What follows belongs to an exercise in optimizing a design on an open flow for small area; a production flow would make more cautious choices. Function was checked by simulation only, so behaviour that the tests miss may differ from the original. Power figures rest on the tool's default switching activity, not on a simulated workload.

## reefmon_core
module reefmon_core (
    input  wire        clk,
    input  wire        rst,
    input  wire        ev_valid,
    input  wire [2:0]  ev_type,
    input  wire [7:0]  ev_data,
    output wire        rd_valid,
    output wire [7:0]  rd_data,
    input  wire        clr_err,
    input  wire        en_we,
    input  wire        en_val,
    input  wire        pub_valid,
    input  wire [15:0] pub_raw,
    input  wire [15:0] pub_hum_t,
    input  wire [15:0] pub_hum_h,
    input  wire [15:0] pub_depth,
    output wire        error,
    output wire [63:0] channels,
    input  wire        tick_us,
    input  wire        ow_start,
    input  wire        ow_in,
    output wire        ow_drive_low,
    output wire        ow_busy,
    output wire        ow_done,
    output wire        ow_ok,
    output wire [15:0] ow_raw,
    output wire [7:0]  ow_int,
    output wire [15:0] ow_frac
);
    reefmon_bus u_bus (
        .clk       (clk),
        .rst       (rst),
        .ev_valid  (ev_valid),
        .ev_type   (ev_type),
        .ev_data   (ev_data),
        .rd_valid  (rd_valid),
        .rd_data   (rd_data),
        .clr_err   (clr_err),
        .en_we     (en_we),
        .en_val    (en_val),
        .pub_valid (pub_valid),
        .pub_raw   (pub_raw),
        .pub_hum_t (pub_hum_t),
        .pub_hum_h (pub_hum_h),
        .pub_depth (pub_depth),
        .error     (error),
        .channels  (channels)
    );
    reefmon_ow u_ow (
        .clk          (clk),
        .rst          (rst),
        .tick_us      (tick_us),
        .ow_start     (ow_start),
        .ow_in        (ow_in),
        .ow_drive_low (ow_drive_low),
        .ow_busy      (ow_busy),
        .ow_done      (ow_done),
  ...
Size: ~800 cells after synthesis, roughly 200 I/O pins.
export LEC_CHECK = 0
export CAP_MARGIN = 20
export CORE_MARGIN = 2
export CORE_UTILIZATION = 60
export SLEW_MARGIN = 20
create_clock -name core_clock -period 10.0 [get_ports {clk}]
standard.sh (not shown) runs the stock make flow with config.mk's settings and CLKGATE_MAP_FILE= SYNTH_SCRIPT=/design/flow/synth_recipe.tcl, a recipe that flattens the netlist after the stock synthesis.
==> flow/flow/run.sh <==
#!/bin/bash
# Layout flow: the standard flow (standard.sh), with three changes that
# only affect how the same registers are laid out:
#  1. after the standard synthesis, the logic between the registers is
#     re-mapped for area (ABC's area mapper, six rounds, area.abc), and the
#     load/hold/reset logic in front of plain flip-flops is rebuilt as a22o
#     cells (a22o_rewrite.py); the registers, their names and cell types are
#     kept as the standard synthesis made them;
#  2. the port buffers use the smallest buffer cell;
#  3. the clock tree uses sink clusters of clkbuf_8 and no dummy loads.
# Each tool writes its full output to a log file in this folder.
set -euo pipefail
export BUFFER_PORTS_ARGS="-buffer_cell sky130_fd_sc_hd__buf_1"
export CTS_ARGS="-sink_clustering_enable -repair_clock_nets -dont_use_dummy_load -buf_list sky130_fd_sc_hd__clkbuf_8 -sink_clustering_size 20 -sink_clustering_max_diameter 60"

bash standard.sh synth > synth.log 2>&1

R=$PWD/orfs/results/sky130hd/reefmon_core/base
LIB=$FLOW_HOME/platforms/sky130hd/lib/sky130_fd_sc_hd__tt_025C_1v80.lib
DONT_USE=$(awk '/^export DONT_USE_CELLS/ {f=1} f {print; if ($0 !~ /\\$/) exit}' $FLOW_HOME/platforms/sky130hd/config.mk \
           | tr -s ' \t\\' '\n' | grep '^sky130' | sed 's/^/-dont_use /' | tr '\n' ' ')
cp $R/1_2_yosys.v standard_synth.v
cat > reopt.ys <<EOS
read_liberty -ignore_miss_func $LIB
read_verilog standard_synth.v
hierarchy -top $FLOW_TOP
# registers (and the tie cell) stay as they are; the logic cells become gates
blackbox sky130_fd_sc_hd__dfxtp_1 sky130_fd_sc_hd__edfxtp_1 sky130_fd_sc_hd__conb_1
flatten
rename -hide w:* i:* %d o:* %d
opt_clean -purge
abc -liberty $LIB $DONT_USE -script $PWD/flow/area.abc
opt_clean -purge
write_verilog -noattr -noexpr -nohex -nodec reopt1.v
EOS
yosys -s reopt.ys > reopt.log 2>&1

# load/hold/reset logic in front of plain flip-flops as a22o cells
python3 flow/a22o_rewrite.py $LIB reopt1.v reopt2.v > a22o_rewrite.log 2>&1

cat > finish_netlist.ys <<EOS
read_liberty -lib $LIB
read_verilog reopt2.v
hierarchy -top $FLOW_TOP
opt_clean -purge
hilomap -singleton -hicell sky130_fd_sc_hd__conb_1 HI -locell sky130_fd_sc_hd__conb_1 LO
splitnets
opt_clean -purge
insbuf -buf sky130_fd_sc_hd__buf_4 A X
tee -o reopt_stat.txt stat -liberty $LIB
write_verilog -noattr -noexpr -nohex -nodec reopt.v
EOS
yosys -s finish_netlist.ys > finish_netlist.log 2>&1

# a register the standard synthesis made must not be lost or renamed
grep -oE 'sky130_fd_sc_hd__e?dfxtp_1 +[^ ]+' standard_synth.v | sort > regs_std.txt
grep -oE 'sky130_fd_sc_hd__e?dfxtp_1 +[^ ]+' reopt.v | sort > regs_reopt.txt
cmp regs_std.txt regs_reopt.txt

# the re-mapped netlist must do what the standard synthesis's does (registers
# paired by name); if the proof fails, lay out the standard netlist instead
cat > equiv.ys <<EOS
read_liberty -ignore_miss_func $LIB
read_verilog standard_synth.v
rename $FLOW_TOP gold
read_verilog reopt.v
rename $FLOW_TOP gate
flatten gold gate
opt_clean
equiv_make gold gate eq
hierarchy -top eq
equiv_simple -seq 2
equiv_induct
equiv_status -assert
EOS
if yosys -s equiv.ys > equiv.log 2>&1; then
  cp reopt.v $R/1_2_yosys.v
else
  echo "re-mapped netlist not proven equivalent: using the standard one" >> equiv.log
  cp standard_synth.v $R/1_2_yosys.v
fi
rm -f $R/1_synth.odb $R/1_synth.sdc
bash standard.sh > standard.log 2>&1
Other scripts of this flow, unchanged in this note and not shown: flow/flow/a22o_rewrite.py, flow/flow/area.abc
Edit:
--- a/flow/flow/run.sh
+++ b/flow/flow/run.sh
@@ -10 +10 @@
-#  3. the clock tree uses sink clusters of clkbuf_8 and no dummy loads.
+#  3. the clock tree uses small sink clusters of clkbuf_4 and no dummy loads.
@@ -14 +14 @@
-export CTS_ARGS="-sink_clustering_enable -repair_clock_nets -dont_use_dummy_load -buf_list sky130_fd_sc_hd__clkbuf_8 -sink_clustering_size 20 -sink_clustering_max_diameter 60"
+export CTS_ARGS="-sink_clustering_enable -repair_clock_nets -dont_use_dummy_load -buf_list sky130_fd_sc_hd__clkbuf_4 -sink_clustering_size 10 -sink_clustering_max_diameter 35"
What happened: The changed run finished with timing, DRC and antenna clean. Final cell count goes up by about 1.6%. Sequential power is about the same. Clock skew climbs by 0.028 ns. First-iteration DRC count grows by 3.0%. Hold slack gets worse by 0.047 ns. Routed wire length rose by 1.8%. Worst setup slack gets worse by 0.068 ns. Utilization climbs by 0.24 points. Power goes up by about 2%. Global-route usage grows by 0.78 points. Synthesized area does not change.

[re-timing with driven ports]
Ports are ideal in the flow. The routed layouts listed here were re-timed in OpenROAD. Step 1 (the two cells are an assumption about what drives the block):
set clk [get_ports {clk}]
set_driving_cell -lib_cell sky130_fd_sc_hd__clkbuf_16 $clk
set_driving_cell -lib_cell sky130_fd_sc_hd__buf_2 [delete_from_list [all_inputs] $clk]
Step 2 adds t to the input delays and takes it off the output delays; t is the mean of the earliest and latest rising clock arrival at the registers after step 1. Input paths then give back, and output paths get back, about the clock's delay inside the block. Slacks: no drivers / after step 1 / after step 2; pairs: no drivers / after step 1.
run	t (ns)	slack for setup (ns)	hold slack, ns	worst setup path after step 2	worst register clock-pin slew, ns
the first run	0.537	4.369 / 4.331 / 4.868	0.446 / 0.446 / 0.446	register to output	0.12 / 0.12
the second run	0.647	4.301 / 4.263 / 4.910	0.400 / 0.400 / 0.400	register to output	0.11 / 0.11
After both steps setup and hold are still met in every run listed.
